This design comes from an exercise in tuning for small area, a short achievable clock period and few clock cycles on the open sky130 flow, not from production work.
In this exercise RTL edits were held to simulation tests only and were not proved equivalent to the original.
No activity file was given, so power comes from the tool's default toggle rates.

File: design/flow/design.v
`default_nettype none
module fex_core (
    input  wire        clk,
    input  wire        rst,
    output reg         mem_valid,
    output reg         mem_we,
    output wire [15:0] mem_addr,
    output wire [3:0]  mem_bank,
    output reg  [7:0]  mem_wdata,
    input  wire        mem_ready,
    input  wire [7:0]  mem_rdata,
    output wire        in_ready,
    input  wire        in_valid,
    input  wire [7:0]  in_data,
    input  wire        in_end,
    output wire        out_valid,
    output wire [7:0]  out_data,
    output wire        halted,
    output reg  [1:0]  fault,
    input  wire [2:0]  dbg_sel,
    output wire [15:0] dbg_data
);
    localparam [4:0] S_F0   = 5'd0,    
                     S_F1   = 5'd1,    
                     S_F2   = 5'd2,    
                     S_F3   = 5'd3,    
                     S_L1   = 5'd4,    
                     S_L2   = 5'd5,    
                     S_W1   = 5'd6,    
                     S_W2   = 5'd7,    
                     S_S1   = 5'd8,    
                     S_S2   = 5'd9,    
                     S_S3   = 5'd10,   
                     S_S4   = 5'd11,   
                     S_S5   = 5'd12,   
                     S_S6   = 5'd13,   
                     S_MD   = 5'd14,   
                     S_OUT  = 5'd15,   
                     S_IN   = 5'd16,   
                     S_NEXT = 5'd17,   
                     S_HALT = 5'd18;
    localparam [1:0] F_INVALID_REG = 2'd1, F_BANK = 2'd2;
    reg [15:0] ra, rb, rx, ry;
    reg [14:0] sp;
    reg [15:0] ip;            
    reg [3:0]  bank;          
    reg [7:0]  flags;
    reg [4:0]  state;
    reg [5:0]  opi;           
    reg [2:0]  rr;            
    reg [15:0] ad;            
    reg [15:0] bw;            
    reg [15:0] quo;           
    reg [15:0] rem;           
    reg [3:0]  cnt;
    reg [7:0]  wd;            
    reg        c_sub, c_mul, c_div;   
    wire [7:0] rd = mem_rdata;
    wire [5:0] mdiff  = {1'b0, rd[4:0]} - {3'd0, rd[7:5]};
    wire [5:0] rd_mod = mdiff[5] ? mdiff + 6'd33 : mdiff;
    reg f0_nop, f0_stk, f0_not, f0_sub, f0_mul, f0_div;
    always @(*) begin
        case (rd)
            8'd0, 8'd33, 8'd66, 8'd99, 8'd132, 8'd165, 8'd198, 8'd231: f0_nop = 1'b1;
            default: f0_nop = 1'b0;
        endcase
        case (rd)
            8'd10, 8'd12, 8'd17, 8'd43, 8'd45, 8'd50, 8'd76, 8'd78, 8'd83, 8'd109, 8'd111, 8'd116, 8'd142, 8'd144, 8'd149, 8'd175, 8'd177, 8'd182, 8'd208, 8'd210, 8'd215, 8'd241, 8'd243, 8'd248: f0_sub = 1'b1;
            default: f0_sub = 1'b0;
        endcase
        case (rd)
            8'd11, 8'd44, 8'd77, 8'd110, 8'd143, 8'd176, 8'd209, 8'd242: f0_mul = 1'b1;
            default: f0_mul = 1'b0;
        endcase
        case (rd)
            8'd12, 8'd45, 8'd78, 8'd111, 8'd144, 8'd177, 8'd210, 8'd243: f0_div = 1'b1;
            default: f0_div = 1'b0;
        endcase
        case (rd)
            8'd16, 8'd49, 8'd82, 8'd115, 8'd148, 8'd181, 8'd214, 8'd247: f0_not = 1'b1;
            default: f0_not = 1'b0;
        endcase
        case (rd)
            8'd9, 8'd10, 8'd11, 8'd12, 8'd13, 8'd14, 8'd15, 8'd16, 8'd17,
            8'd42, 8'd43, 8'd44, 8'd45, 8'd46, 8'd47, 8'd48, 8'd49, 8'd50,
            8'd75, 8'd76, 8'd77, 8'd78, 8'd79, 8'd80, 8'd81, 8'd82, 8'd83,
            8'd108, 8'd109, 8'd110, 8'd111, 8'd112, 8'd113, 8'd114, 8'd115, 8'd116,
            8'd141, 8'd142, 8'd143, 8'd144, 8'd145, 8'd146, 8'd147, 8'd148, 8'd149,
            8'd174, 8'd175, 8'd176, 8'd177, 8'd178, 8'd179, 8'd180, 8'd181, 8'd182,
            8'd207, 8'd208, 8'd209, 8'd210, 8'd211, 8'd212, 8'd213, 8'd214, 8'd215,
            8'd240, 8'd241, 8'd242, 8'd243, 8'd244, 8'd245, 8'd246, 8'd247, 8'd248: f0_stk = 1'b1;
            default: f0_stk = 1'b0;
        endcase
    end
    wire o_imm  = (opi == 6'd1);
    wire o_mov  = (opi == 6'd2);
    wire o_lda  = (opi == 6'd3);
    wire o_ldb  = (opi == 6'd4);
    wire o_sta  = (opi == 6'd5);
    wire o_stb  = (opi == 6'd6);
    wire o_push = (opi == 6'd7);
    wire o_pop  = (opi == 6'd8);
    wire o_sub  = (opi == 6'd10);
    wire o_mul  = (opi == 6'd11);
    wire o_div  = (opi == 6'd12);
    wire o_and  = (opi == 6'd13);
    wire o_or   = (opi == 6'd14);
    wire o_xor  = (opi == 6'd15);
    wire o_not  = (opi == 6'd16);
    wire o_cmp  = (opi == 6'd17);
    wire o_ja   = (opi >= 6'd18) && (opi <= 6'd23);
    wire o_jr   = (opi >= 6'd24) && (opi <= 6'd29);
    wire o_wra  = (opi == 6'd30);
    wire o_wrr  = (opi == 6'd31);
    wire o_rda  = (opi == 6'd32);
    reg [2:0] len;
    always @(*) begin
        if (state == S_F0 || opi == 6'd0 || (opi >= 6'd9 && opi <= 6'd17))
            len = 3'd1;
        else if (o_imm)
            len = 3'd4;
        else if (o_ja || o_wra || o_rda)
            len = 3'd3;
        else
            len = 3'd2;
    end
    wire has_reg = o_imm | o_lda | o_ldb | o_sta | o_stb | o_push | o_pop | o_jr | o_wrr;
    wire [2:0] jk = o_jr ? (opi[2:0] - 3'd0) : (opi[2:0] - 3'd2);   
    reg  [2:0] jpat;
    always @(*) begin
        case (jk)
            3'd0: jpat = 3'b001;
            3'd1: jpat = 3'b000;
            3'd2: jpat = 3'b010;
            3'd3: jpat = 3'b100;
            3'd4: jpat = 3'b011;
            default: jpat = 3'b101;
        endcase
    end
    wire jtaken = (flags[2:0] == jpat);
    wire st_f1 = (state == S_F1);
    wire [2:0] rsel = st_f1 ? (o_mov ? rd[5:3] : rd[2:0]) : rr;
    reg [15:0] rf;
    always @(*) begin
        case (rsel)
            3'd0: rf = ra;
            3'd1: rf = rb;
            3'd2: rf = rx;
            3'd3: rf = ry;
            3'd4: rf = {1'b0, sp};
            3'd5: rf = ip;
            3'd6: rf = {12'd0, bank};
            default: rf = {8'd0, flags};
        endcase
    end
    reg [15:0] dbg_r;
    always @(*) begin
        case (dbg_sel)
            3'd0: dbg_r = ra;
            3'd1: dbg_r = rb;
            3'd2: dbg_r = rx;
            3'd3: dbg_r = ry;
            3'd4: dbg_r = {1'b0, sp};
            3'd5: dbg_r = ip;
            3'd6: dbg_r = {12'd0, bank};
            default: dbg_r = {8'd0, flags};
        endcase
    end
    assign dbg_data = dbg_r;
    wire [15:0] nsum  = ip + {13'd0, len};
    wire [15:0] nip   = {ip[15] & nsum[15], nsum[14:0]};
    wire        stkad = (state == S_S1) || (state == S_S3) || (state == S_S5) ||
                        (((state == S_L1) || (state == S_W1)) && (o_push || o_pop));
    wire [15:0] isum  = ad + 16'd1;
    wire [15:0] adinc = {isum[15] & ~stkad, isum[14:0]};
    wire [14:0] sp_m2 = sp - 15'd2;
    wire [15:0] tgt   = {rd, bw[7:0]};
    wire st_md = (state == S_MD);
    wire st_s4 = (state == S_S4);
    wire [15:0] ax = st_md ? {rem[14:0], c_div & quo[15]} : quo;
    wire        asub = c_sub;
    wire [15:0] ay = (c_mul & st_md) ? (quo[15] ? bw : 16'd0) : (c_sub ? ~bw : bw);
    wire [16:0] asum = {1'b0, ax} + {1'b0, ay} + {16'd0, asub};
    wire        div_ge = rem[15] | asum[16];
    wire b_zero  = (bw == 16'd0);
    wire md_skip = b_zero | ((rd == 8'd0) & (quo[7:0] == 8'd0));
    wire lo_eq  = (quo[7:0] == bw[7:0]);
    wire lo_gt  = (quo[7:0] > bw[7:0]);
    wire cmp_eq = (rd == bw[15:8]) & lo_eq;
    wire cmp_gt = (rd > bw[15:8]) | ((rd == bw[15:8]) & lo_gt);
    reg [15:0] res;
    always @(*) begin
        if (o_mul)      res = rem;
        else if (o_div) res = quo;
        else if (o_and) res = quo & bw;
        else if (o_or)  res = quo | bw;
        else if (o_xor) res = quo ^ bw;
        else if (o_not) res = ~bw;
        else            res = asum[15:0];
    end
    always @(*) begin
        mem_valid = 1'b0;
        mem_we    = 1'b0;
        mem_wdata = wd;
        case (state)
            S_F0, S_F1, S_F2, S_F3, S_L1, S_L2, S_S1, S_S2, S_S3, S_S4, S_OUT:
                mem_valid = 1'b1;
            S_W1, S_W2: begin mem_valid = ~ad[15]; mem_we = 1'b1; end
            S_S5, S_S6: begin mem_valid = 1'b1; mem_we = 1'b1; end
            S_IN: begin
                mem_valid = in_valid & ~ad[15]; mem_we = 1'b1;
                mem_wdata = in_end ? 8'd0 : in_data;
            end
            default: ;
        endcase
    end
    assign mem_addr  = ad;
    assign mem_bank  = bank;
    assign in_ready  = (state == S_IN) & (ad[15] | mem_ready);
    assign out_valid = (state == S_OUT) & mem_ready;
    assign out_data  = rd;
    assign halted    = (state == S_HALT);
    wire st_f3   = (state == S_F3);
    wire st_l1   = (state == S_L1);
    wire st_l2   = (state == S_L2);
    wire st_mov  = st_f1 & o_mov;
    wire [2:0]  wsel  = st_mov ? rd[2:0] : rr;
    wire [15:0] wv    = st_mov ? rf : {rd, st_f3 ? bw[7:0] : rd};
    wire [7:0]  nz = {(flags[7:4] != 4'd0), 1'b0, (ip[7:4] != 4'd0), (sp[7:4] != 4'd0),
                      (ry[7:4] != 4'd0), (rx[7:4] != 4'd0), (rb[7:4] != 4'd0), (ra[7:4] != 4'd0)};
    wire        hi_nib = st_mov ? nz[rd[5:3]] : ((st_f3 ? bw[7:4] : rd[7:4]) != 4'd0);
    wire        bad_bank = (wsel == 3'd6) && hi_nib;
    wire        we_lo = mem_ready & (st_f3 | st_mov | st_l1);
    wire        we_hi = mem_ready & (st_f3 | st_mov | st_l2);
    wire [7:0]  wlo   = {8{we_lo}} & {(wsel == 3'd7), (wsel == 3'd6) & ~hi_nib, (wsel == 3'd5), (wsel == 3'd4),
                                      (wsel == 3'd3), (wsel == 3'd2), (wsel == 3'd1), (wsel == 3'd0)};
    wire [5:0]  whi   = {6{we_hi}} & {(wsel == 3'd5), (wsel == 3'd4),
                                      (wsel == 3'd3), (wsel == 3'd2), (wsel == 3'd1), (wsel == 3'd0)};
    always @(posedge clk) begin
        if (rst) begin
            ra <= 16'd0; rb <= 16'd0; rx <= 16'd0; ry <= 16'd0;
            bank <= 4'd0;
        end else begin
            if (wlo[0]) ra[7:0]  <= wv[7:0];
            if (whi[0]) ra[15:8] <= wv[15:8];
            if (wlo[1]) rb[7:0]  <= wv[7:0];
            if (whi[1]) rb[15:8] <= wv[15:8];
            if (wlo[2]) rx[7:0]  <= wv[7:0];
            if (whi[2]) rx[15:8] <= wv[15:8];
            if (wlo[3]) ry[7:0]  <= wv[7:0];
            if (whi[3]) ry[15:8] <= wv[15:8];
            if (wlo[6]) bank <= wv[3:0];
        end
    end
    wire bad_reg = has_reg & (rd[7:3] != 5'd0);
    reg [4:0]  nstate;
    reg [2:0]  ad_src;        
    reg        ip_nip, ip_rf, ip_tgt;
    reg        sp_dec;
    reg [1:0]  nfault;
    always @(*) begin
        nstate = state;
        ad_src = 3'd0;
        ip_nip = 1'b0; ip_rf = 1'b0; ip_tgt = 1'b0;
        sp_dec = 1'b0;
        nfault = 2'd0;
        case (state)
            S_F0: if (mem_ready) begin
                if (f0_nop) begin
                    ad_src = 3'd2; ip_nip = 1'b1;
                end else if (f0_stk) begin
                    ad_src = 3'd4; sp_dec = ~f0_not; nstate = S_S1;
                end else begin
                    ad_src = 3'd1; nstate = S_F1;
                end
            end
            S_F1: if (mem_ready) begin
                if (bad_reg) begin
                    nfault = F_INVALID_REG; nstate = S_HALT;
                end else if (o_mov) begin
                    if (bad_bank) begin nfault = F_BANK; nstate = S_HALT; end
                    else if (wsel == 3'd5) nstate = S_NEXT;
                    else begin ad_src = 3'd2; ip_nip = 1'b1; nstate = S_F0; end
                end else if (o_lda | o_ldb) begin
                    ad_src = 3'd5; nstate = S_L1;
                end else if (o_pop) begin
                    ad_src = 3'd3; nstate = S_L1;
                end else if (o_sta | o_stb) begin
                    ad_src = 3'd5; nstate = S_W1;
                end else if (o_push) begin
                    ad_src = 3'd3; nstate = S_W1;
                end else if (o_wrr) begin
                    ad_src = 3'd5; nstate = S_OUT;
                end else if (o_jr) begin
                    if (jtaken) begin ad_src = 3'd5; ip_rf = 1'b1; end
                    else begin ad_src = 3'd2; ip_nip = 1'b1; end
                    nstate = S_F0;
                end else begin
                    ad_src = 3'd1; nstate = S_F2;
                end
            end
            S_F2: if (mem_ready) begin
                if (o_imm) begin
                    ad_src = 3'd1; nstate = S_F3;
                end else if (o_wra) begin
                    ad_src = 3'd6; nstate = S_OUT;
                end else if (o_rda) begin
                    ad_src = 3'd6; nstate = S_IN;
                end else begin
                    if (jtaken) begin ad_src = 3'd6; ip_tgt = 1'b1; end
                    else begin ad_src = 3'd2; ip_nip = 1'b1; end
                    nstate = S_F0;
                end
            end
            S_F3: if (mem_ready) begin
                if (bad_bank) begin nfault = F_BANK; nstate = S_HALT; end
                else if (wsel == 3'd5) nstate = S_NEXT;
                else begin ad_src = 3'd2; ip_nip = 1'b1; nstate = S_F0; end
            end
            S_L1: if (mem_ready) begin
                if (bad_bank) begin nfault = F_BANK; nstate = S_HALT; end
                else if (rr[2:1] == 2'b11) begin
                    ad_src = 3'd2; ip_nip = 1'b1; nstate = S_F0;
                end else begin
                    ad_src = 3'd1; nstate = S_L2;
                end
            end
            S_L2: if (mem_ready) begin
                if (rr == 3'd5) nstate = S_NEXT;
                else begin ad_src = 3'd2; ip_nip = 1'b1; nstate = S_F0; end
            end
            S_W1: if (mem_ready || ad[15]) begin
                ad_src = 3'd1; nstate = S_W2;
            end
            S_W2: if (mem_ready || ad[15]) begin
                ad_src = 3'd2; ip_nip = 1'b1; nstate = S_F0;
            end
            S_S1: if (mem_ready) begin
                ad_src = 3'd1; nstate = S_S2;
            end
            S_S2: if (mem_ready) begin
                ad_src = 3'd4; sp_dec = o_cmp;
                nstate = o_not ? S_S5 : S_S3;
            end
            S_S3: if (mem_ready) begin
                ad_src = 3'd1; nstate = S_S4;
            end
            S_S4: if (mem_ready) begin
                if (o_cmp) begin
                    ad_src = 3'd2; ip_nip = 1'b1; nstate = S_F0;
                end else begin
                    ad_src = 3'd4;
                    nstate = ((o_mul | o_div) & ~md_skip) ? S_MD : S_S5;
                end
            end
            S_MD: if (cnt == 4'd15) nstate = S_S5;
            S_S5: if (mem_ready) begin
                ad_src = 3'd1; nstate = S_S6;
            end
            S_S6: if (mem_ready) begin
                ad_src = 3'd2; ip_nip = 1'b1; nstate = S_F0;
            end
            S_OUT: if (mem_ready) begin
                if (rd == 8'd0) begin ad_src = 3'd2; ip_nip = 1'b1; nstate = S_F0; end
                else ad_src = 3'd1;
            end
            S_IN: if (in_valid && (mem_ready || ad[15])) begin
                if (in_end) begin ad_src = 3'd2; ip_nip = 1'b1; nstate = S_F0; end
                else ad_src = 3'd1;
            end
            S_NEXT: begin
                ad_src = 3'd2; ip_nip = 1'b1; nstate = S_F0;
            end
            default: nstate = S_HALT;
        endcase
    end
    reg [15:0] ad_n;
    always @(*) begin
        case (ad_src)
            3'd1: ad_n = adinc;
            3'd2: ad_n = nip;
            3'd3: ad_n = {1'b0, sp};
            3'd4: ad_n = {1'b0, sp_m2};
            3'd5: ad_n = rf;
            3'd6: ad_n = tgt;
            default: ad_n = ad;
        endcase
    end
    always @(posedge clk) begin
        if (rst) begin
            state <= S_F0;
            ad    <= 16'h8000;
            ip    <= 16'h8000;
            sp    <= 15'd0;
            flags <= 8'd0;
            fault <= 2'd0;
        end else begin
            state <= nstate;
            ad    <= ad_n;
            if (nfault != 2'd0) fault <= nfault;
            if (ip_nip)      ip <= nip;
            else if (ip_rf)  ip <= rf;
            else if (ip_tgt) ip <= tgt;
            else begin
                if (wlo[5]) ip[7:0]  <= wv[7:0];
                if (whi[5]) ip[15:8] <= wv[15:8];
            end
            if (sp_dec) sp <= sp_m2;
            else begin
                if (wlo[4]) sp[7:0]  <= wv[7:0];
                if (whi[4]) sp[14:8] <= wv[14:8];
            end
            if (state == S_S4 && mem_ready && o_cmp) begin
                if (cmp_eq)      flags[2:0] <= 3'b001;
                else if (cmp_gt) flags[2:0] <= 3'b010;
                else             flags[2:0] <= 3'b100;
            end else if (wlo[7])
                flags <= wv[7:0];
        end
    end
    always @(posedge clk) begin
        if (st_f1)
            wd <= o_sta ? ra[7:0] : o_stb ? rb[7:0] : rf[7:0];
        else if (state == S_W1 && (mem_ready || ad[15]))
            wd <= rf[15:8];
        else if (state == S_S2)
            wd <= ~bw[7:0];                        
        else if (st_s4)
            wd <= (c_mul | c_div) ? {8{c_div & b_zero}} : res[7:0];
        else if (state == S_S5 && mem_ready)
            wd <= res[15:8];
        else if (st_md)
            wd <= c_div ? {quo[6:0], div_ge} : asum[7:0];
        if (state == S_F0 && mem_ready) begin
            opi   <= rd_mod;
            c_sub <= f0_sub;
            c_mul <= f0_mul;
            c_div <= f0_div;
        end
        if (st_f1 && mem_ready) begin
            rr <= (o_lda | o_sta) ? 3'd0 : (o_ldb | o_stb) ? 3'd1 : rd[2:0];
        end
        if (mem_ready && (st_f1 || (state == S_F2) || (state == S_S1)))
            bw[7:0] <= rd;
        if (mem_ready && (state == S_S2))
            bw[15:8] <= rd;
        if (st_md) begin
            rem <= (c_mul | div_ge) ? asum[15:0] : ax;
            quo <= {quo[14:0], c_div & div_ge};
            cnt <= cnt + 4'd1;
        end else begin
            if (mem_ready && (state == S_S3)) quo[7:0] <= rd;
            if (mem_ready && st_s4) begin
                if (c_div & b_zero) quo <= 16'hFFFF;
                else quo[15:8] <= rd;
            end
            if (st_s4) begin
                rem <= 16'd0;
                cnt <= 4'd0;
            end
        end
    end
endmodule
`default_nettype wire
File: design/flow/run.sh
#!/bin/bash
# synth_recipe.tcl (not shown) runs the flow's synth.tcl, then flattens the netlist and writes it again
# the make line also repeats each setting of config.mk as NAME=value (left out here)
make -C /OpenROAD-flow-scripts/flow DESIGN_CONFIG=/design/flow/config.mk WORK_HOME=/design/flow/orfs CLKGATE_MAP_FILE= SYNTH_SCRIPT=/design/flow/synth_recipe.tcl finish
File: design/flow/config.mk
export PLATFORM = sky130hd
export DESIGN_NAME = fex_core
export DESIGN_NICKNAME = fex_core
export VERILOG_FILES = /design/flow/design.v
export SDC_FILE = /design/flow/constraint.sdc
export NUM_CORES = 4
export LEC_CHECK = 0
export CAP_MARGIN = 20
export CORE_MARGIN = 2
export CORE_UTILIZATION = 40
export SETUP_SLACK_MARGIN = 3.5
export SLEW_MARGIN = 20
File: design/flow/constraint.sdc
create_clock -name core_clock -period 8.0 [get_ports {clk}]
set_input_delay 1.6000 -clock core_clock [delete_from_list [all_inputs] [get_ports {clk}]]
set_output_delay 1.6000 -clock core_clock [all_outputs]
set_load 0.01 [all_outputs]
==> impl_metrics.tcl, run 1 <==
set metrics [dict create \
    status "no timing/DRC/antenna violations" \
    drive_gt1_share_pct 14.19 \
    port_buffers 82 \
    htreeDepth 1 \
    hold_buffers 0 \
    fp-row-count 77 \
    power.leakage_nw 8.156 \
    cts_buffers 25 \
    synth-compound-area-share_pct 26.59 \
    synth-edff-count 64 \
    wl_per_cell_microns 27.22 \
    die_h_microns 214.6 \
    powerDensity_nw_per_um2 224.7 \
    ant_nets 0 \
    cts.clk_slew.worst_paths_ns 0.06 \
    clock_skew_ns 0.02299 \
    synth_flop_cell "dfxtp_1" \
    swShare_pct 44.05 \
    drt-total-wl_mm 82.52 \
    ir_worst_vdd_v 0.0001515 \
    post-route-drc-count 0 \
    comb_power_share_pct 47.0 \
    grt_max_degree 90 \
    synth-warning-count 1 \
    synth_nets 2460 \
    worst-path-buf-inv 2 \
    finalCoreUtilization_pct 47.83 \
    cp-end-kind "primary output" \
    relSlewSlack_pct 16.27 \
    crit_family "multiplexers" \
    grt_pass1_wl_mm 121.6 \
    criticalPathCategory "in2out" \
    first_iter_violations 2912 \
    synth_top_family_by_area "compound AO/OA/AOI/OAI gates" \
    p_clk_share_pct 24.5 \
    hpwl_mm 60.67 \
    clk_path_buf_depth 3 \
    worstPathCellList "buf_12, mux4_2, mux2_2, a21oi_2, o21ai_2, clkdlybuf4s15_2" \
    setup_viol 0 \
    synth-adder-area-share_pct 5.729 \
    place_congestion 1.055 \
    seqPwrFrac_pct 28.5 \
    dieArea_sq_um 46040 \
    yosys.cell_types.count 97 \
    areaGrowthSynthToFinish_pct 18.75 \
    period_share_pct 57.44 \
    tritoncts "yes" \
    critPathMaxStageDelay_ns 0.50 \
    drt_pass1_iterations 8 \
    syn_inst 2358 \
    worst_slew_pin_slew_ns 1.248 \
    grt_pass1_vias 18240 \
    max_freq_mhz 217.6 \
    antenna_found_initial 1 \
    hp-class "reg2reg" \
    crit_required_ns 6.40 \
    num_io_pins 83 \
    seq_area_frac_synth_pct 26.41 \
    syn_avg_cell_area_sq_um 7.521 \
    dieWidth_microns 214.6 \
    clockRootBuffer "clkbuf_16" \
    fin_nets 2524 \
    core_area_sq_um 44030 \
    synth-seq-cells 202 \
    maxSlewViolCount 0 \
    synth_simple_gate_area_share_pct 23.78 \
    synthXorXnorAreaFrac_pct 2.519 \
    synth_mux_area_share_pct 8.995 \
    min_period_ns 4.596 \
    slowest_stage "mux4_2" \
    critPathArrivalTime_ns 3.00 \
    final-hold-violation-count 0 \
    p_sw_mw 2.084 \
    rsz0062_at_grt "yes" \
    max-cap-violations 0 \
    tns_ns 0 \
    crit_path_max_fanout 15 \
    grt_overflow 0 \
    initial_core_util_pct 40.28 \
    crit_path_start_kind "input port" \
    vias 19980 \
    grt_usage_pct 34.30 \
    p_int_mw 2.647 \
    postSynth.asyncResetShare_pct 0 \
    synthesis.area_sq_um 17730 \
    vias_per_cell 6.591 \
    cts_sinks 202 \
    clk_latency_ns 0.58 \
]
==> cells in the final DEF, fill, tap and decap left out, drive strengths merged, types with 11 or more instances in the layout <==
| cell | n |
|---|---|
| nor2 | 307 |
| nand2 | 280 |
| o21ai | 187 |
| a21oi | 173 |
| dfxtp | 138 |
| buf | 137 |
| mux2i | 112 |
| inv | 75 |
| ha | 74 |
| nand3 | 72 |
| edfxtp | 64 |
| clkdlybuf4s50 | 51 |
| a31oi | 51 |
| nor3 | 51 |
| clkbuf | 45 |
| a221oi | 34 |
| o22ai | 33 |
| nor2b | 31 |
| a211oi | 31 |
| xnor2 | 30 |
| nand2b | 29 |
| nor4 | 29 |
| o211ai | 26 |
| and3 | 26 |
| mux2 | 23 |
| or3 | 21 |
| xor2 | 21 |
| a22oi | 20 |
| o21a | 15 |
| o221ai | 12 |
| o31ai | 12 |
| nor3b | 11 |
| nand4 | 11 |
| a32oi | 11 |
| dlygate4sd2 | 11 |
| o32ai | 11 |
| a2111oi | 11 |
==> what timing repair did <==
action,CTS,global route
buffers inserted,36,36
cloned,3,2
gates resized for setup,165,88
pin swaps,15,11
endpoints found under the setup margin,188,114
==> area by class of cell <==
class / count / area [sq um]
sequential: 202 / 4688
multi-input combinational: 1905 / 12620
tap: 592 / 740.7
clock buffer: 40 / 775.7
inverter: 78 / 309.0
antenna: 1 / 2.502
fill: 4455 / 22970
timing repair buffer: 210 / 1888
clock inverter: 4 / 36.28
==> worst min-delay path, cell delays in order (launching register included) <==
cell and delay, ns:
dfxtp_1 0.31, nand2_1 0.05, a21oi_1 0.05
==> cell families after synthesis <==
| kind of cell | after synthesis |
|---|---|
| XOR/XNOR | 51 |
| multiplexers | 144 |
| AO/OA/AOI/OAI | 720 |
| adder cells (fa/ha/maj) | 79 |
| buffers and inverters | 254 |
| AND/OR/NAND/NOR | 908 |
| flip-flops | 202 |
==> registers in the layout, summed over array words and instances (netlist names), 2 cells and up <==
signal  flops
ip         16
rr          3
bank        4
rem        16
wd          8
rb         16
quo        16
opi         6
fault       2
sp         15
ad         16
flags       8
state       5
ra         16
ry         16
cnt         4
bw         16
rx         16
==> power groups by stage <==
stage | sequential [mW] | combinational [mW] | clock (mW)
6_report | 1.35 | 2.22 | 1.16
5_1_grt | 1.35 | 2.35 | 1.21
4_1_cts | 1.35 | 2.04 | 1.17
3_5_place_dp | 1.37 | 1.91 | 0
3_3_place_gp | 1.37 | 1.90 | 0
2_1_floorplan | 1.26 | 1.29 | 0
==> path summary, 6_finish.rpt <==
path | from | end | slack [ns] | cells after the start
worst max-delay path | dbg_sel[1] | dbg_data[2] | 3.40 | 6
worst min-delay path | fault[1] | fault[1] | 0.46 | 2
worst min register to register | fault[1] | fault[1] | 0.46 | 2
worst max register to register | opi[3] | wd[2] | 3.54 | 8
==> synthesized netlist by cell type, types with 15 or more instances <==
library cell  instances  area [sq um]
a211oi_1             28         210.2
a21oi_1             173         865.8
a221oi_1             33         289.0
a22oi_1              20         150.1
a31oi_1              51         319.1
and3_1               26         162.7
buf_1                16         60.06
buf_2                25         125.1
clkbuf_1            120         450.4
dfxtp_1             138          2763
edfxtp_1             64          1922
ha_1                 74         925.9
inv_1                75         281.5
mux2_2               23         259.0
mux2i_1             111          1111
nand2_1             279          1047
nand2b_1             29         181.4
nand3_1              71         355.3
nor2_1              306          1149
nor2b_1              31         193.9
nor3_1               45         225.2
nor4_1               27         168.9
o211ai_1             26         195.2
o21a_1               15         112.6
o21ai_0             175         875.8
o22ai_1              33         206.5
or3_1                21         131.4
xnor2_1              30         262.8
xor2_1               21         183.9
==> through the flow <==
stage / power, mW / setup WS (ns) / instance area [sq um] / cells / hold slack, ns
after floorplan: 2.555 / 3.529 / 17750 / 2358 / 0.4611
after global placement: 3.276 / 1.493 / 18950 / 2908 / 0.4450
after detailed placement: 3.279 / 1.554 / 18970 / 2910 / 0.4524
after CTS: 4.557 / 3.346 / 20480 / 2993 / 0.4638
after global routing: 4.915 / 3.364 / 21060 / 3031 / 0.5014
final: 4.731 / 3.404 / 21060 / 3032 / 0.4576
==> layer usage <==
metal	GRT usage [%]	vias up	routed length, microns
met5	0	-	0
met4	13.80	0	3602
met3	7.092	219	9857
met2	49.25	1379	33850
met1	49.74	9571	35210
li1	-	8814	-
Testbench counts, summed over its fixed seeds: cycles 145,563.
==> run 2: changes to the inputs <==
--- a/design/flow/config.mk
+++ b/design/flow/config.mk
@@ -9,4 +9,5 @@
 export CORE_MARGIN = 2
 export CORE_UTILIZATION = 40
+export CTS_BUF_LIST = sky130_fd_sc_hd__clkbuf_4 sky130_fd_sc_hd__clkbuf_8
 export SETUP_SLACK_MARGIN = 3.5
 export SLEW_MARGIN = 20
==> run 2 against run 1 <==
Area after synthesis unchanged. Fmax up 2.2%. First-iteration DRC count shrank 0.27%. Die area unchanged. Sequential share of layout area is 0.091 points lower. Highest routed layer is now met5.
==> impl_metrics.tcl, run 2 <==
set metrics [dict create \
    status "no timing/DRC/antenna violations" \
    hp-class "reg2reg" \
    fill_cells 4460 \
    place_congestion 1.055 \
    period_share_pct 56.21 \
    syn_avg_cell_area_sq_um 7.521 \
    synth_common_cells "nor2_1, nand2_1, o21ai_0" \
    clk_path_buf_depth 3 \
    cts_buffers 39 \
    yosysTopAreaCellShare_pct 15.58 \
    most-common-layout-cells "nor2_1, nand2_1, a21oi_1" \
    final_common_cell "nor2_1" \
    vias_per_cell 6.621 \
    grt_max_degree 90 \
    drt-total-wl_mm 82.96 \
    synthesis.area_sq_um 17730 \
    powerDensity_nw_per_um2 223.1 \
    critPathMaxStageDelay_ns 0.31 \
    seq_area_frac_synth_pct 26.41 \
    core_area_sq_um 44030 \
    maxSlewViolCount 0 \
    comb_power_share_pct 47.6 \
    crit_required_ns 6.40 \
    clock_skew_ns 0.03076 \
    fp-row-count 77 \
    power.leakage_nw 8.238 \
    grt_usage_pct 34.55 \
    synth_top_cell_by_area "dfxtp_1" \
    worst_slew_pin_slew_ns 1.189 \
    dieWidth_microns 214.6 \
    cp-end-kind "primary output" \
    hpwl_mm 60.67 \
    fin_nets 2550 \
    cts_sinks 202 \
    clockRootBuffer "clkbuf_8" \
    tns_ns 0 \
    areaGrowthSynthToFinish_pct 19.24 \
    max-cap-violations 0 \
    relSlewSlack_pct 20.23 \
    p_int_mw 2.629 \
    rsz0062_at_grt "yes" \
    grt_pass1_wl_mm 122.1 \
    grt_overflow 0 \
    ant_nets 0 \
    critPathArrivalTime_ns 2.90 \
    hold_buffers 0 \
    post-route-drc-count 0 \
    initial_core_util_pct 40.28 \
    postSynth.asyncResetShare_pct 0 \
    slowest_stage "dlygate4sd2_1" \
    ys_top_cells_by_area "dfxtp_1, edfxtp_1, nor2_1" \
    cts.clk_slew.worst_paths_ns 0.06 \
    dieArea_sq_um 46040 \
    synth_flop_cell "dfxtp_1" \
    setup_viol 0 \
    grt_pass1_vias 18360 \
    synth_most_common_cell "nor2_1" \
    criticalPathCategory "in2out" \
    final-hold-violation-count 0 \
    vias 20320 \
    die_h_microns 214.6 \
    worstPathCellList "buf_16, buf_4, clkinv_4, nand2_1, o22ai_1, nor2_1, a21oi_1, dlygate4sd2_1" \
    htreeDepth 2 \
    drt_pass1_iterations 7 \
    synth_nets 2460 \
    swShare_pct 44.29 \
    hold_slack_ns 0.4570 \
    synth-edff-count 64 \
    ir_worst_vdd_v 0.0001233 \
    clk_latency_ns 0.61 \
    antenna_found_initial 1 \
    synth-seq-cells 202 \
    finalPower_mw 4.719 \
    max_freq_mhz 222.4 \
    p_clk_share_pct 24.0 \
    drive_gt1_share_pct 15.59 \
    min_period_ns 4.497 \
    crit_path_max_fanout 11 \
    port_buffers 82 \
    num_io_pins 83 \
    crit_path_start_kind "input port" \
    yosys.cell_types.count 97 \
    first_iter_violations 2904 \
    seqPwrFrac_pct 28.4 \
    tritoncts "yes" \
    synth-warning-count 1 \
    wl_per_cell_microns 27.03 \
    syn_inst 2358 \
    p_sw_mw 2.090 \
]
[run 2: cell counts after synthesis]
No cell type changed its count.
[run 2: cell type report]
class	instances	area, sq um	area share (%)
Clock buffer	60	763.2	3.609
Inverter	78	309.0	1.461
Clock inverter	9	72.57	0.3432
Sequential cell	202	4688	22.17
Multi-Input combinational cell	1906	12620	59.70
Tap cell	592	740.7	3.503
Timing Repair Buffer	221	1946	9.201
Antenna cell	1	2.502	0.01183
[run 2: per-layer routing]
metal | track usage [%] | share of wire, % | up-vias
met5 | 0 | 0.016 | -
met4 | 13.01 | 4.1 | 2
met3 | 7.035 | 12 | 221
met2 | 49.94 | 41 | 1460
met1 | 50.23 | 43 | 9744
li1 | - | - | 8893
[run 2: cell families after synthesis]
logic type	count (synthesis)	share of synthesized area, %
adders and majority gates	79	5.729
and+or+nand+nor	908	23.78
AOI/OAI and AO/OA	720	26.59
DFF	202	26.41
xor gates and xnor gates	51	2.519
buffers and inverters	254	5.976
muxes	144	8.995
[run 2: final timing paths]
kind | from | endpoint | slack, ns | cells after the start
setup / recovery | dbg_sel[1] | dbg_data[13] | 3.50 | 8
hold / removal | fault[1] | fault[1] | 0.46 | 2
setup reg to reg | opi[1] | ip[6] | 3.56 | 12
hold reg to reg | fault[1] | fault[1] | 0.46 | 2
[run 2: critical path: cells and delay by family]
family                 cells  cell delay (ns)
AO/OA/AOI/OAI              2             0.42
buffers and inverters      4             0.68
AND/OR/NAND/NOR            2             0.20
[run 2: repair_timing]
| action | 4_1_cts | 5_1_grt |
|---|---|---|
| endpoints found under the setup margin | 187 | 113 |
| setup buffers | 33 | 50 |
| cloned | 3 | 3 |
| pin swaps | 14 | 12 |
| gates resized for setup | 164 | 86 |
[run 2: metrics by stage]
stage / setup slack [ns] / utilization, % / cell area, sq um / std cells
global placement: 1.493 / 43.05 / 18950 / 2908
CTS: 3.346 / 46.51 / 20480 / 3015
floorplan: 3.529 / - / 17750 / 2358
global route: 3.333 / 48.02 / 21140 / 3068
detailed placement: 1.554 / 43.09 / 18970 / 2910
finish: 3.503 / 48.03 / 21150 / 3069
[run 2: power by group through the flow]
stage	logic [mW]	clock network, mW	registers [mW]
after global placement	1.90	0	1.37
after CTS	2.03	1.15	1.35
final	2.24	1.13	1.34
after global routing	2.37	1.20	1.34
after floorplan	1.29	0	1.26
after detailed placement	1.91	0	1.37
==> run 3: changes to the inputs <==
--- a/design/flow/config.mk
+++ b/design/flow/config.mk
@@ -8,6 +8,6 @@
 export CAP_MARGIN = 20
 export CORE_MARGIN = 2
-export CORE_UTILIZATION = 40
-export CTS_BUF_LIST = sky130_fd_sc_hd__clkbuf_4 sky130_fd_sc_hd__clkbuf_8
+export CORE_UTILIZATION = 60
+export PLACE_DENSITY = 0.75
 export SETUP_SLACK_MARGIN = 3.5
 export SLEW_MARGIN = 20
==> run 3 against run 2 <==
Register-to-register slack worse by 0.18 ns. Hold slack improved by 0.011 ns. Die area decreased by 33%. Global-route usage grew 15 points. Critical path depth is 10 higher. Clock-buffer cell count fell by 29. Non-clock buffer count decreased by 1. Fmax down 2.7%. Power increased by 1.7%. Via count increased by 4.5%. Wire length decreased by 2.7%.
==> impl_metrics.tcl, run 3 <==
set metrics [dict create \
    crit_required_ns 8.26 \
    postSynth.asyncResetShare_pct 0 \
    wl_per_cell_microns 28.49 \
    worst_r2r_path_depth 18 \
    syn_inst 2358 \
    synth-seq-cells 202 \
    synthesis.area_sq_um 17730 \
    period_share_pct 57.79 \
    grt_usage_pct 49.80 \
    stdcell_count 2833 \
    r2r_slack_ns 3.38 \
    rsz0062_at_grt "yes" \
    vias 21230 \
    clockRootBuffer "clkbuf_16" \
    synth_common_cells "nor2_1, nand2_1, o21ai_0" \
    power.leakage_nw 8.368 \
    max_freq_mhz 216.3 \
    status "no timing/DRC/antenna violations" \
    ys_top_cells_by_area "dfxtp_1, edfxtp_1, nor2_1" \
    num_io_pins 83 \
    synth_flop_cell "dfxtp_1" \
    crit_path_max_fanout 38 \
    synth_nets 2460 \
    criticalPathCategory "reg2reg" \
    place_congestion 1.106 \
    crit_path_start "state[2]" \
    tns_ns 0 \
    place_area_sq_um 18720 \
    grtUsageMet1_pct 68.54 \
    post-route-drc-count 0 \
    cts.clk_slew.worst_paths_ns 0.07 \
    htreeDepth 1 \
    r2r-end "wd[0]" \
    final-hold-violation-count 0 \
    areaGrowthSynthToFinish_pct 18.88 \
    hold_buffers 0 \
    hp-class "reg2reg" \
    yosysTopAreaCellShare_pct 15.58 \
    max-cap-violations 0 \
    worstPathCellList "buf_4, nor2b_4, nand3_1, buf_6, nor3_2, a21oi_1, fa_1, fa_1, nor2b_1, o21ai_2, a21boi_1, o221a_2, o21ai_0, a31oi_1, a21oi_1, o21ai_1, a31oi_4, a2bb2oi_2" \
    first_iter_violations 4440 \
    reg2reg_from "state[2]" \
    core_area_sq_um 28940 \
    cts_buffers 24 \
    tritoncts "yes" \
    ant_nets 0 \
    grtUsageMet2_pct 67.93 \
    clk_path_buf_depth 3 \
    fin_nets 2532 \
    hpwl_mm 56.06 \
    clk_latency_ns 0.55 \
    synth-edff-count 64 \
    dieWidth_microns 175.9 \
    yosys.cell_types.count 97 \
    final_common_cell "nor2_1" \
    fp-row-count 62 \
    fill_cells 2236 \
    powerDensity_nw_per_um2 227.5 \
    drt_pass1_iterations 14 \
    critPathMaxStageDelay_ns 0.45 \
    crit_path_start_kind "flip-flop" \
    grt_pass1_wl_mm 117.5 \
    min_period_ns 4.623 \
    port_buffers 82 \
    drt-total-wl_mm 80.70 \
    synth-warning-count 1 \
    grt_max_degree 95 \
    worst_slew_pin_slew_ns 1.215 \
    dieArea_sq_um 30950 \
    seq_area_frac_synth_pct 26.41 \
    fin_area_sq_um 21080 \
    grt_overflow 0 \
    maxSlewViolCount 0 \
    placed_cells 2705 \
    syn_avg_cell_area_sq_um 7.521 \
    grt_pass1_vias 18850 \
    drive_gt1_share_pct 14.58 \
    antenna_found_initial 1 \
    clock_skew_ns 0.01501 \
    vias_per_cell 7.495 \
    slowest_stage "fa_1" \
    relSlewSlack_pct 18.99 \
    setup_viol 0 \
    use_met3_pct 20.22 \
    ir_worst_vdd_v 0.0002083 \
    synth_most_common_cell "nor2_1" \
    critPathArrivalTime_ns 4.89 \
    busiest_layer "met1" \
    synth_top_cell_by_area "dfxtp_1" \
    endpoint "wd[0]" \
    cts_sinks 202 \
    initial_core_util_pct 61.29 \
    die_h_microns 175.9 \
    cp-end-kind "flip-flop" \
    most-common-layout-cells "nor2_1, nand2_1, a21oi_1" \
]
## run 3: stage by stage
step / setup WS (ns) / power, mW / utilization [%] / hold slack (ns)
final: 3.377 / 4.797 / 72.86 / 0.4677
after global routing: 3.284 / 4.916 / 72.85 / 0.4989
after CTS: 3.291 / 4.504 / 70.65 / 0.4702
after detailed placement: 1.878 / 3.219 / 64.70 / 0.4620
after global placement: 1.967 / 3.181 / 64.70 / 0.4464
after floorplan: 3.529 / 2.555 / - / 0.4611
## run 3: how the worst min path moves through the flow
stage	startpoint	end	slack, ns	cells past startpoint
finish	fault[0]	fault[0]	0.47	2
global route	fault[1]	fault[1]	0.50	2
CTS	fault[0]	fault[0]	0.47	2
detailed placement	fault[0]	fault[0]	0.46	2
global placement	fault[0]	fault[0]	0.45	2
floorplan	ip[15]	ip[15]	0.46	2
## run 3: power by group
group | switching, mW | leakage (nW) | total, mW | internal [mW]
registers | 0.200 | 1.66 | 1.36 | 1.16
logic | 1.42 | 6.31 | 2.27 | 0.850
clock network | 0.492 | 0.394 | 1.17 | 0.677
total | 2.11 | 8.37 | 4.80 | 2.69
## run 3: what timing repair did
item	4_1_cts	5_1_grt
setup endpoints to repair	185	110
gates cloned	6	2
setup buffers	35	40
pin swaps	15	12
resized for setup	160	88
## run 3: cell type report
class / instances / area, sq um / area share [%]
inverter: 78 / 301.5 / 1.430
multi-input combinational: 1904 / 12650 / 60.01
timing repair buffer: 220 / 2122 / 10.07
sequential: 202 / 4700 / 22.29
antenna: 1 / 2.502 / 0.01187
clock buffer: 31 / 689.4 / 3.270
tap: 384 / 480.5 / 2.279
clock inverter: 13 / 136.4 / 0.6469
## run 3: worst max-delay path: cells and delay by family, from the launching register on
kind,cells,cell delay [ns]
fa+ha+maj,2,0.89
flops,1,0.44
buf+inv,2,0.36
simple gates,4,0.65
compound gates,10,1.97
## run 3: routing by layer
layer / wire (microns) / vias to the layer above
li1: - / 8845
met1: 29460 / 9765
met2: 31090 / 2147
met3: 15060 / 475
met4: 5079 / 0
met5: 0 / -
## run 3: logic make-up (layout without fill, tap and decap cells)
| kind of cell | count (synthesis) | after routing | share of synthesized area [%] |
|---|---|---|---|
| AOI/OAI and AO/OA | 720 | 720 | 26.59 |
| xor gates and xnor gates | 51 | 51 | 2.519 |
| adders and majority gates | 79 | 79 | 5.729 |
| buffers and inverters | 254 | 342 | 5.976 |
| DFF | 202 | 202 | 26.41 |
| muxes | 144 | 144 | 8.995 |
| other | 0 | 1 | 0 |
| and+or+nand+nor | 908 | 910 | 23.78 |
==> run 4: changes to the inputs <==
--- a/design/flow/design.v
+++ b/design/flow/design.v
@@ -52,5 +52,4 @@
     reg [15:0] bw;            
     reg [15:0] quo;           
-    reg [15:0] rem;           
     reg [3:0]  cnt;
     reg [7:0]  wd;            
@@ -178,9 +177,9 @@
     wire st_md = (state == S_MD);
     wire st_s4 = (state == S_S4);
-    wire [15:0] ax = st_md ? {rem[14:0], c_div & quo[15]} : quo;
+    wire [15:0] ax = st_md ? {ad[14:0], c_div & quo[15]} : quo;
     wire        asub = c_sub;
     wire [15:0] ay = (c_mul & st_md) ? (quo[15] ? bw : 16'd0) : (c_sub ? ~bw : bw);
     wire [16:0] asum = {1'b0, ax} + {1'b0, ay} + {16'd0, asub};
-    wire        div_ge = rem[15] | asum[16];
+    wire        div_ge = ad[15] | asum[16];
     wire b_zero  = (bw == 16'd0);
     wire md_skip = b_zero | ((rd == 8'd0) & (quo[7:0] == 8'd0));
@@ -189,13 +188,16 @@
     wire cmp_eq = (rd == bw[15:8]) & lo_eq;
     wire cmp_gt = (rd > bw[15:8]) | ((rd == bw[15:8]) & lo_gt);
-    reg [15:0] res;
+    wire       hsel = (state == S_S5);
+    wire [7:0] qa   = hsel ? quo[15:8]  : quo[7:0];
+    wire [7:0] qb   = hsel ? bw[15:8]   : bw[7:0];
+    wire [7:0] sb   = hsel ? asum[15:8] : asum[7:0];
+    reg  [7:0] res;
     always @(*) begin
-        if (o_mul)      res = rem;
-        else if (o_div) res = quo;
-        else if (o_and) res = quo & bw;
-        else if (o_or)  res = quo | bw;
-        else if (o_xor) res = quo ^ bw;
-        else if (o_not) res = ~bw;
-        else            res = asum[15:0];
+        if (o_mul | o_div) res = qa;
+        else if (o_and) res = qa & qb;
+        else if (o_or)  res = qa | qb;
+        else if (o_xor) res = qa ^ qb;
+        else if (o_not) res = ~qb;
+        else            res = sb;
     end
     always @(*) begin
@@ -350,9 +352,15 @@
                     ad_src = 3'd2; ip_nip = 1'b1; nstate = S_F0;
                 end else begin
-                    ad_src = 3'd4;
-                    nstate = ((o_mul | o_div) & ~md_skip) ? S_MD : S_S5;
+                    if ((o_mul | o_div) & ~md_skip) begin
+                        ad_src = 3'd7; nstate = S_MD;      
+                    end else begin
+                        ad_src = 3'd4; nstate = S_S5;
+                    end
                 end
             end
-            S_MD: if (cnt == 4'd15) nstate = S_S5;
+            S_MD: begin
+                if (cnt == 4'd15) begin ad_src = 3'd4; nstate = S_S5; end
+                else ad_src = 3'd7;
+            end
             S_S5: if (mem_ready) begin
                 ad_src = 3'd1; nstate = S_S6;
@@ -384,4 +392,5 @@
             3'd5: ad_n = rf;
             3'd6: ad_n = tgt;
+            3'd7: ad_n = st_md ? ((c_mul | div_ge) ? asum[15:0] : ax) : 16'd0;
             default: ad_n = ad;
         endcase
@@ -427,7 +436,7 @@
             wd <= ~bw[7:0];                        
         else if (st_s4)
-            wd <= (c_mul | c_div) ? {8{c_div & b_zero}} : res[7:0];
+            wd <= (c_mul | c_div) ? {8{c_div & b_zero}} : res;
         else if (state == S_S5 && mem_ready)
-            wd <= res[15:8];
+            wd <= res;
         else if (st_md)
             wd <= c_div ? {quo[6:0], div_ge} : asum[7:0];
@@ -446,17 +455,14 @@
             bw[15:8] <= rd;
         if (st_md) begin
-            rem <= (c_mul | div_ge) ? asum[15:0] : ax;
-            quo <= {quo[14:0], c_div & div_ge};
+            if (c_mul && cnt == 4'd15) quo <= asum[15:0];
+            else quo <= {quo[14:0], c_div & div_ge};
             cnt <= cnt + 4'd1;
         end else begin
             if (mem_ready && (state == S_S3)) quo[7:0] <= rd;
             if (mem_ready && st_s4) begin
-                if (c_div & b_zero) quo <= 16'hFFFF;
+                if ((c_mul | c_div) & b_zero) quo <= {16{c_div}};
                 else quo[15:8] <= rd;
             end
-            if (st_s4) begin
-                rem <= 16'd0;
-                cnt <= 4'd0;
-            end
+            if (st_s4) cnt <= 4'd0;
         end
     end
--- a/design/flow/config.mk
+++ b/design/flow/config.mk
@@ -8,6 +8,5 @@
 export CAP_MARGIN = 20
 export CORE_MARGIN = 2
-export CORE_UTILIZATION = 60
-export PLACE_DENSITY = 0.75
+export CORE_UTILIZATION = 40
 export SETUP_SLACK_MARGIN = 3.5
 export SLEW_MARGIN = 20
==> run 4 against run 3 <==
Still clean. Fmax is 3.6% higher. Die area increased by 45%. Utilization down 25 points. Highest routed layer is now met5.
==> impl_metrics.tcl, run 4 <==
set metrics [dict create \
    synth_top_cell_by_area "dfxtp_1" \
    fill_cells 4264 \
    clock_skew_ns 0.02015 \
    synth_most_common_cell "nor2_1" \
    cts.clk_slew.worst_paths_ns 0.08 \
    rsz0062_at_grt "yes" \
    tns_ns 0 \
    final-hold-violation-count 0 \
    synth-warning-count 1 \
    port_buffers 82 \
    initial_core_util_pct 40.34 \
    wl_per_cell_microns 27.04 \
    hpwl_mm 56.96 \
    crit_path_max_fanout 22 \
    dp_slack_ns 1.802 \
    synth_flop_cell "dfxtp_1" \
    synthesis.area_sq_um 17300 \
    ir_worst_vdd_v 0.0001905 \
    syn_inst 2327 \
    powerDensity_nw_per_um2 199.4 \
    areaGrowthSynthToFinish_pct 18.36 \
    drt_pass1_iterations 7 \
    clockRootBuffer "clkbuf_16" \
    grt_pass1_wl_mm 117.4 \
    maxSlewViolCount 0 \
    synth_nets 2413 \
    synth_common_cells "nor2_1, nand2_1, a21oi_1" \
    grt_max_degree 71 \
    max_freq_mhz 224.2 \
    num_io_pins 83 \
    crit_required_ns 6.40 \
    worst_slew_pin_slew_ns 1.086 \
    die_h_microns 212.0 \
    ant_nets 0 \
    first_iter_violations 2683 \
    p_sw_mw 1.845 \
    place_congestion 1.011 \
    setup_viol 0 \
    hp-class "reg2reg" \
    fp-row-count 76 \
    most-common-layout-cells "nor2_1, nand2_1, a21oi_1" \
    syn_avg_cell_area_sq_um 7.434 \
    swShare_pct 45.20 \
    dieWidth_microns 212.0 \
    min_period_ns 4.460 \
    criticalPathCategory "in2out" \
    period_share_pct 55.75 \
    hold_buffers 0 \
    clk_path_buf_depth 2 \
    post-route-drc-count 0 \
    multi_input_comb_area_sq_um 12550 \
    crit_path_start_kind "input port" \
    drt-total-wl_mm 80.13 \
    htreeDepth 4 \
    antenna-diode-count 0 \
    relSlewSlack_pct 27.34 \
    final_common_cell "nor2_1" \
    synth-seq-cells 186 \
    postSynth.asyncResetShare_pct 0 \
    vias 19470 \
    cts_buffers 17 \
    power.leakage_nw 8.168 \
    synth-edff-count 48 \
    finalCoreUtilization_pct 47.74 \
    fin_nets 2451 \
    comb_power_share_pct 48.3 \
    finalPower_mw 4.083 \
    status "no timing/DRC/antenna violations" \
    cp-end-kind "primary output" \
    critPathArrivalTime_ns 2.86 \
    antenna_found_initial 2 \
    seqPwrFrac_pct 29.8 \
    cts_sinks 186 \
    grt_usage_pct 34.76 \
    grt_pass1_vias 17990 \
    grt_overflow 0 \
    yosys.cell_types.count 104 \
    seq_area_frac_synth_pct 24.30 \
    core_area_sq_um 42890 \
    yosysTopAreaCellShare_pct 15.97 \
    clk_latency_ns 0.48 \
    setup_ws_ns 3.540 \
    drive_gt1_share_pct 14.76 \
    ys_top_cells_by_area "dfxtp_1, edfxtp_1, mux2i_1" \
    vias_per_cell 6.570 \
    tritoncts "yes" \
    dieArea_sq_um 44930 \
    max-cap-violations 0 \
    p_clk_share_pct 22.0 \
    p_int_mw 2.238 \
    regArea_sq_um 4223 \
]
==> run 4: cell count changes after synthesis, moves of 14 or more <==
cell      before  now
edfxtp_1      64   48
o21ai_0      175  154
nor2_1       306  285
mux2i_1      111  129
nand4_1       11   26
nor3_1        45   64
ha_1          74   58
nand3_1       71   56
o211ai_1      26   12
==> run 4: cell type report <==
type,count,area share (%)
repair buffers,202,10.28
inverters,75,1.393
clock inverters,11,0.4644
multi-input cells,1883,61.31
clock buffers,21,2.353
flip-flops and latches,186,20.62
well taps,585,3.575
==> run 4: critical path, cell delays in order <==
cell           delay, ns
buf_12              0.15
mux2_2              0.35
a22o_1              0.18
mux2_2              0.27
dlygate4sd2_1       0.30
==> run 4: path summary, 6_finish.rpt <==
path / startpoint / slack (ns) / to / cells past startpoint
worst max-delay path: dbg_sel[1] / 3.54 / dbg_data[7] / 5
worst min-delay path: fault[1] / 0.47 / fault[1] / 2
worst max register to register: state[1] / 3.56 / ad[11] / 22
worst min register to register: fault[1] / 0.47 / fault[1] / 2
==> run 4: metrics by stage <==
step	cell area [sq um]	hold WS, ns	instances
2_1_floorplan	17310	0.4596	2327
3_5_place_dp	18430	0.4610	2858
6_report	20480	0.4663	2963
3_3_place_gp	18430	0.4540	2858
4_1_cts	19970	0.4727	2929
5_1_grt	20480	0.4871	2963
==> run 4: power by group through the flow <==
stage	Clock [mW]	Combinational (mW)	Sequential, mW
2_1_floorplan	0	1.17	1.13
3_3_place_gp	0	1.70	1.24
3_5_place_dp	0	1.70	1.24
4_1_cts	0.900	1.82	1.21
5_1_grt	0.931	2.09	1.22
6_report	0.897	1.97	1.21
==> run 4: kinds of logic (layout without fill, tap and decap cells) <==
family          after synthesis  in the layout  synth area share (%)
compound gates              670            670                 25.52
xor+xnor                     49             49                 2.481
fa+ha+maj                    64             64                 4.774
buf+inv                     259            309                 6.235
flops                       186            186                 24.30
mux                         175            175                 11.12
simple gates                924            925                 25.57
==> run 4: timing repair <==
action	in CTS	in global routing
endpoints found under the setup margin	183	58
gates resized for setup	191	60
setup buffers	31	30
pin swaps	24	18
gates cloned	8	4
==> run 4: routing by layer <==
metal  up-vias  share of wire, %  routed length, microns  GRT usage [%]
li1       8640                 -                       -              -
met1      9254                41                   32550          46.32
met2      1297                43                   34560          52.66
met3       273                10                    8239          7.358
met4         2               6.0                    4770          18.12
met5         -             0.016                      13              0
Testbench counts of run 4, summed over its fixed seeds: cycles 145,563.
==> run 5: changes to the inputs <==
--- a/design/flow/config.mk
+++ b/design/flow/config.mk
@@ -9,4 +9,4 @@
 export CORE_MARGIN = 2
 export CORE_UTILIZATION = 40
-export SETUP_SLACK_MARGIN = 3.5
+export SETUP_SLACK_MARGIN = 3.7
 export SLEW_MARGIN = 20
==> run 5 against run 4 <==
Clock-buffer cell count decreased by 2. Sequential cell count is the same. Utilization rose by 1.9 points. Fmax grew 1.1%. First-iteration DRC count fell by 5.7%. Critical path depth grew 1. Register-to-register slack better by 0.19 ns.
==> impl_metrics.tcl, run 5 <==
set metrics [dict create \
    grt_overflow 0 \
    final-hold-violation-count 0 \
    p_sw_mw 1.950 \
    cp-end-kind "primary output" \
    die_h_microns 212.0 \
    cts.clk_slew.worst_paths_ns 0.08 \
    wl_per_cell_microns 27.50 \
    clk_path_buf_depth 2 \
    criticalPathCategory "in2out" \
    swShare_pct 45.31 \
    hold_buffers 0 \
    final_common_cell "nor2_1" \
    hp-class "reg2reg" \
    clock_skew_ns 0.01780 \
    slowest_stage "mux4_2" \
    most-common-layout-cells "nor2_1, nand2_1, a21oi_1" \
    clockRootBuffer "clkbuf_16" \
    hpwl_mm 56.17 \
    core_area_sq_um 42890 \
    grt_pass1_wl_mm 119.9 \
    relSlewSlack_pct 29.48 \
    ys_top_cells_by_area "dfxtp_1, edfxtp_1, mux2i_1" \
    grt_usage_pct 35.64 \
    tritoncts "yes" \
    place_congestion 1.034 \
    cts_buffers 17 \
    rsz0062_at_grt "yes" \
    crit_path_max_fanout 5 \
    synth-warning-count 1 \
    comb_power_share_pct 49.8 \
    synth_nets 2413 \
    cts_sinks 186 \
    crit_family "multiplexers" \
    crit_path_start_kind "input port" \
    drt-total-wl_mm 82.50 \
    synth_flop_cell "dfxtp_1" \
    setup_viol 0 \
    syn_avg_cell_area_sq_um 7.434 \
    worst_slew_pin_slew_ns 1.054 \
    htreeDepth 4 \
    drt_pass1_iterations 9 \
    areaGrowthSynthToFinish_pct 23.09 \
    crit_required_ns 6.40 \
    finalCoreUtilization_pct 49.65 \
    fp-row-count 76 \
    synth_top_cell_by_area "dfxtp_1" \
    drive_gt1_share_pct 18.30 \
    tns_ns 0 \
    synth_most_common_cell "nor2_1" \
    maxSlewViolCount 0 \
    worst-path-buf-inv 2 \
    p_clk_share_pct 22.1 \
    finalPower_mw 4.303 \
    critPathArrivalTime_ns 2.81 \
    fin_nets 2488 \
    port_buffers 82 \
    antenna-diode-count 0 \
    dp_slack_ns 1.786 \
    grt_pass1_vias 18390 \
    synth_common_cells "nor2_1, nand2_1, a21oi_1" \
    dieWidth_microns 212.0 \
    first_iter_violations 2529 \
    antenna_found_initial 1 \
    period_share_pct 55.16 \
    synth-edff-count 48 \
    num_io_pins 83 \
    worstPathCellList "buf_16, mux4_2, mux2_4, a21oi_2, o21ai_2, buf_2" \
    ir_worst_vdd_v 0.0001552 \
    yosys.cell_types.count 104 \
    critPathMaxStageDelay_ns 0.49 \
    grt_max_degree 80 \
    max-cap-violations 0 \
    p_int_mw 2.353 \
    max_freq_mhz 226.6 \
    seq_area_frac_synth_pct 24.30 \
    powerDensity_nw_per_um2 202.1 \
    seqPwrFrac_pct 28.1 \
    dieArea_sq_um 44930 \
    post-route-drc-count 0 \
    min_period_ns 4.413 \
    vias 19960 \
    synthesis.area_sq_um 17300 \
    status "no timing/DRC/antenna violations" \
    clk_latency_ns 0.48 \
    syn_inst 2327 \
    yosysTopAreaCellShare_pct 15.97 \
    initial_core_util_pct 40.34 \
    power.leakage_nw 8.490 \
    setup_ws_ns 3.587 \
    postSynth.asyncResetShare_pct 0 \
    vias_per_cell 6.654 \
    ant_nets 0 \
    synth-seq-cells 186 \
]
==> run 5: cell types whose count changed in the layout (fill, tap and decap cells not counted), sizes merged <==
cell,delta
inv,-2
clkinvlp,+4
clkinv,-1
clkbuf,+11
bufinv,+1
dlygate4sd2,-1
clkdlybuf4s18,+1
a211o,+1
dlygate4sd1,-1
clkdlybuf4s50,-9
buf,+35
bufbuf,-1
dlymetal6s2s,-1
==> run 5: what timing repair did <==
action / in CTS / in global routing
gates cloned: 10 / 8
pin swaps: 31 / 53
setup buffers: 54 / 42
setup endpoints to repair: 184 / 104
resized for setup: 262 / 129
==> run 5: per-stage QoR <==
| stage | hold WS (ns) | instances | instance area [sq um] |
|---|---|---|---|
| final | 0.4618 | 3000 | 21290 |
| after global routing | 0.5061 | 3000 | 21290 |
| after CTS | 0.4684 | 2950 | 20330 |
| after detailed placement | 0.4571 | 2854 | 18410 |
| after global placement | 0.4475 | 2854 | 18410 |
| after floorplan | 0.4596 | 2327 | 17350 |
==> run 5: cell families (layout without fill, tap and decap cells) <==
group,count (synthesis),after routing,share of synthesized area (%)
adders and majority gates,64,64,4.774
and+or+nand+nor,924,925,25.57
DFF,186,186,24.30
xor gates and xnor gates,49,49,2.481
muxes,175,175,11.12
AOI/OAI and AO/OA,670,671,25.52
buffers and inverters,259,345,6.235
==> run 5: path summary, 6_finish.rpt <==
kind	start	endpoint	slack, ns	cells after the start
worst max register to register	state[4]	wd[4]	3.75	21
worst min register to register	fault[0]	fault[0]	0.46	2
worst max-delay path	dbg_sel[0]	dbg_data[3]	3.59	6
worst min-delay path	fault[0]	fault[0]	0.46	2
==> run 5: worst min-delay path: stages (launching register included) <==
cell     delay [ns]
dfxtp_1        0.32
nand2_1        0.05
a21oi_1        0.05
==> run 5: cell type report <==
| cell class | instances | area [sq um] |
|---|---|---|
| clock buffer | 19 | 464.2 |
| clock inverter | 13 | 167.7 |
| fill | 4173 | 21590 |
| inverter | 75 | 292.8 |
| multi-input combinational | 1884 | 12890 |
| sequential | 186 | 4223 |
| tap | 585 | 732.0 |
| timing repair buffer | 238 | 2520 |
==> run 5: routing by layer <==
metal	vias to the layer above	wire, microns	global-route usage (%)
li1	8710	-	-
met1	9494	32420	46.27
met2	1464	35510	54.53
met3	295	9621	9.108
met4	0	4949	18.24
met5	-	0	0
==> run 5: power by group through the flow <==
stage          sequential [mW]  combinational [mW]  clock [mW]
2_1_floorplan             1.13                1.17           0
3_3_place_gp              1.23                1.69           0
3_5_place_dp              1.23                1.70           0
4_1_cts                   1.20                1.90       0.957
5_1_grt                   1.21                2.25       0.984
6_report                  1.21                2.14       0.952
==> run 6: changes to the inputs <==
--- a/design/flow/config.mk
+++ b/design/flow/config.mk
@@ -9,4 +9,4 @@
 export CORE_MARGIN = 2
 export CORE_UTILIZATION = 40
-export SETUP_SLACK_MARGIN = 3.7
+export SETUP_SLACK_MARGIN = 3.3
 export SLEW_MARGIN = 20
==> run 6 against run 5 <==
Sequential power about the same. Sequential share of layout area up 1.3 points. Power down 5.3%. Critical path type is now in2reg. Setup slack worse by 0.31 ns. Sequential cell count unchanged. Combinational power down about 10%. Highest routed layer is now met5. Global-route usage down 0.89 points. Cell count down 2.0%.
==> impl_metrics.tcl, run 6 <==
set metrics [dict create \
    status "no timing/DRC/antenna violations" \
    min_period_ns 4.720 \
    initial_core_util_pct 40.34 \
    hold_buffers 0 \
    fill_cells 4348 \
    hp-start "fault[1]" \
    first_iter_violations 2732 \
    tritoncts "yes" \
    worst-path-buf-inv 4 \
    max-cap-violations 0 \
    fin_nets 2429 \
    setup_viol 0 \
    crit_path_start_kind "input port" \
    drt_pass1_iterations 7 \
    most-common-layout-cells "nor2_1, nand2_1, a21oi_1" \
    hold-path-cell-count 2 \
    drive_gt1_share_pct 12.14 \
    worst_r2r_path_depth 17 \
    hp-class "reg2reg" \
    finalCoreUtilization_pct 46.62 \
    p_sw_mw 1.856 \
    placed_cells 2860 \
    yosysTopAreaCellShare_pct 15.97 \
    fp-row-count 76 \
    synth-edff-count 48 \
    grt_pass1_wl_mm 116.0 \
    grt_max_degree 76 \
    synthesis.area_sq_um 17300 \
    clk_latency_ns 0.52 \
    slowest_stage "clkdlybuf4s50_1" \
    tns_ns 0 \
    path_depth 13 \
    synth_flop_cell "dfxtp_1" \
    relSlewSlack_pct 24.88 \
    place_congestion 1.000 \
    areaGrowthSynthToFinish_pct 15.57 \
    vias_per_cell 6.549 \
    max_freq_mhz 211.9 \
    final-hold-violation-count 0 \
    maxSlewViolCount 0 \
    critPathMostFrequentCell "o21ai_0" \
    powerDensity_nw_per_um2 203.8 \
    crit_required_ns 8.23 \
    ir_worst_vdd_v 0.0001664 \
    syn_inst 2327 \
    clock_skew_ns 0.01285 \
    p_clk_share_pct 23.0 \
    cp-end-kind "flip-flop" \
    synth-warning-count 1 \
    antenna_found_initial 3 \
    die_h_microns 212.0 \
    grt_pass1_vias 17760 \
    cts_sinks 186 \
    synth-seq-cells 186 \
    ys_top_cells_by_area "dfxtp_1, edfxtp_1, mux2i_1" \
    cts.clk_slew.worst_paths_ns 0.08 \
    synth_top_cell_by_area "dfxtp_1" \
    postSynth.asyncResetShare_pct 0 \
    finalPower_mw 4.074 \
    seq_area_frac_synth_pct 24.30 \
    core_area_sq_um 42890 \
    worstPathCellList "clkdlybuf4s50_1, buf_6, o21ai_0, a2bb2oi_4, buf_4, buf_4, mux2_2, o22ai_1, a21oi_1, o21ai_1, o21ai_0, o21ai_0, o22ai_1" \
    rsz0062_at_grt "yes" \
    comb_power_share_pct 47.2 \
    synth_most_common_cell "nor2_1" \
    power.leakage_nw 7.947 \
    cts_buffers 17 \
    grt_overflow 0 \
    stdcell_count 2941 \
    seqPwrFrac_pct 29.9 \
    swShare_pct 45.54 \
    critPathMaxStageDelay_ns 0.51 \
    worst_slew_pin_slew_ns 1.123 \
    critPathArrivalTime_ns 4.95 \
    vias 19260 \
    r2r_slack_ns 3.36 \
    num_io_pins 83 \
    hpwl_mm 57.46 \
    post-route-drc-count 0 \
    crit_path_start "mem_rdata[1]" \
    final_common_cell "nor2_1" \
    wl_per_cell_microns 26.83 \
    clk_path_buf_depth 2 \
    syn_avg_cell_area_sq_um 7.434 \
    crit_path_max_fanout 28 \
    dieArea_sq_um 44930 \
    yosys.cell_types.count 104 \
    dieWidth_microns 212.0 \
    criticalPathCategory "in2reg" \
    synth_nets 2413 \
    clockRootBuffer "clkbuf_16" \
    synth_common_cells "nor2_1, nand2_1, a21oi_1" \
    period_share_pct 59.00 \
    p_int_mw 2.219 \
    grt_usage_pct 34.75 \
    reg2reg_from "c_mul" \
    htreeDepth 4 \
    antenna-diode-count 0 \
    port_buffers 82 \
    crit_family "compound AO/OA/AOI/OAI gates" \
    ant_nets 0 \
    drt-total-wl_mm 78.92 \
]
-- run 6: cell counts after synthesis --
Identical to the previous run, type by type.
-- run 6: through the flow --
step	hold WS (ns)	instance area [sq um]	setup WS, ns
2_1_floorplan	0.4596	17300	3.361
3_3_place_gp	0.4566	18430	1.664
3_5_place_dp	0.4573	18460	1.809
4_1_cts	0.4691	19640	3.298
5_1_grt	0.4898	19990	3.132
6_report	0.4643	19990	3.280
-- run 6: cells by family (layout without fill, tap and decap cells) --
family                     count (synthesis)  after routing  synth area share (%)
AOI/OAI and AO/OA                        670            670                 25.52
xor gates and xnor gates                  49             49                 2.481
adders and majority gates                 64             64                 4.774
buffers and inverters                    259            287                 6.235
DFF                                      186            186                 24.30
muxes                                    175            175                 11.12
and+or+nand+nor                          924            925                 25.57
-- run 6: metal layers --
| metal | part of all wire [%] | GRT usage, % |
|---|---|---|
| met1 | 41 | 47.00 |
| met2 | 43 | 52.21 |
| met3 | 10 | 7.313 |
| met4 | 5.6 | 17.36 |
| met5 | 0.034 | 0 |
-- run 6: path summary, 6_finish.rpt --
path | end
min | fault[1]
max | wd[4]
min reg2reg | fault[1]
max reg2reg | wd[4]
-- run 6: final cells by class --
cell class	count	area, sq um	share of cell area [%]
well taps	585	732.0	3.661
inverters	75	285.3	1.427
multi-input cells	1883	12400	62.04
flip-flops and latches	186	4219	21.10
repair buffers	180	1742	8.712
clock inverters	13	167.7	0.8387
clock buffers	19	442.9	2.216
-- run 6: power groups by stage --
stage               Clock, mW  Sequential (mW)  Combinational (mW)
finish                  0.936             1.22                1.92
global route            0.978             1.22                2.04
CTS                     0.942             1.21                1.80
detailed placement          0             1.23                1.71
global placement            0             1.23                1.70
floorplan                   0             1.13                1.17
-- run 6: worst register-to-register path: cells and delay by family (launching register included) --
kind	cells	cell delay, ns
buffers and inverters	1	0.16
AND/OR/NAND/NOR	2	0.26
adder cells (fa/ha/maj)	2	0.87
XOR/XNOR	1	0.49
AO/OA/AOI/OAI	11	1.85
flip-flops	1	0.83
-- run 6: what timing repair did --
item | in CTS | in global routing
gates cloned | 3 | 1
buffers inserted | 27 | 18
pin swaps | 11 | 11
setup endpoints to repair | 160 | 68
gates resized for setup | 106 | 53

## what the ideal ports hide
In the flow no input, the clock included, has a driving cell. The finished layouts below were timed again as built, in two steps.
Step 1 assumes that a clkbuf_16 drives the clock port and a buf_2 every other input.
Step 2, shift: input delay + t, output delay - t, t = (earliest + latest rising clock arrival at the registers) / 2. This alone moves slack from input paths to output paths.
a / b / c = ideal ports / drivers / drivers and shift; a / b = the first two.
run | t, ns | setup WS [ns] | worst setup path after step 2 | worst slew at a driven data input, ns | pins driven straight from the clock port
run 1 | 0.635 | 3.404 / 3.342 / 2.980 | input to register | 0.15 | 1
run 2 | 0.653 | 3.503 / 3.391 / 2.931 | input to register | 0.15 | 1
run 3 | 0.596 | 3.377 / 3.288 / 2.928 | input to register | 0.14 | 1
run 4 | 0.529 | 3.540 / 3.391 / 3.060 | input to register | 0.17 | 1
run 5 | 0.533 | 3.587 / 3.399 / 3.262 | input to register | 0.19 | 1
run 6 | 0.571 | 3.280 / 3.259 / 2.743 | input to register | 0.09 | 1
After both steps every run listed still meets setup and hold. For run 2, which loses most, drivers alone change the setup slack by -0.112 ns; drivers and shift together by -0.572 ns.
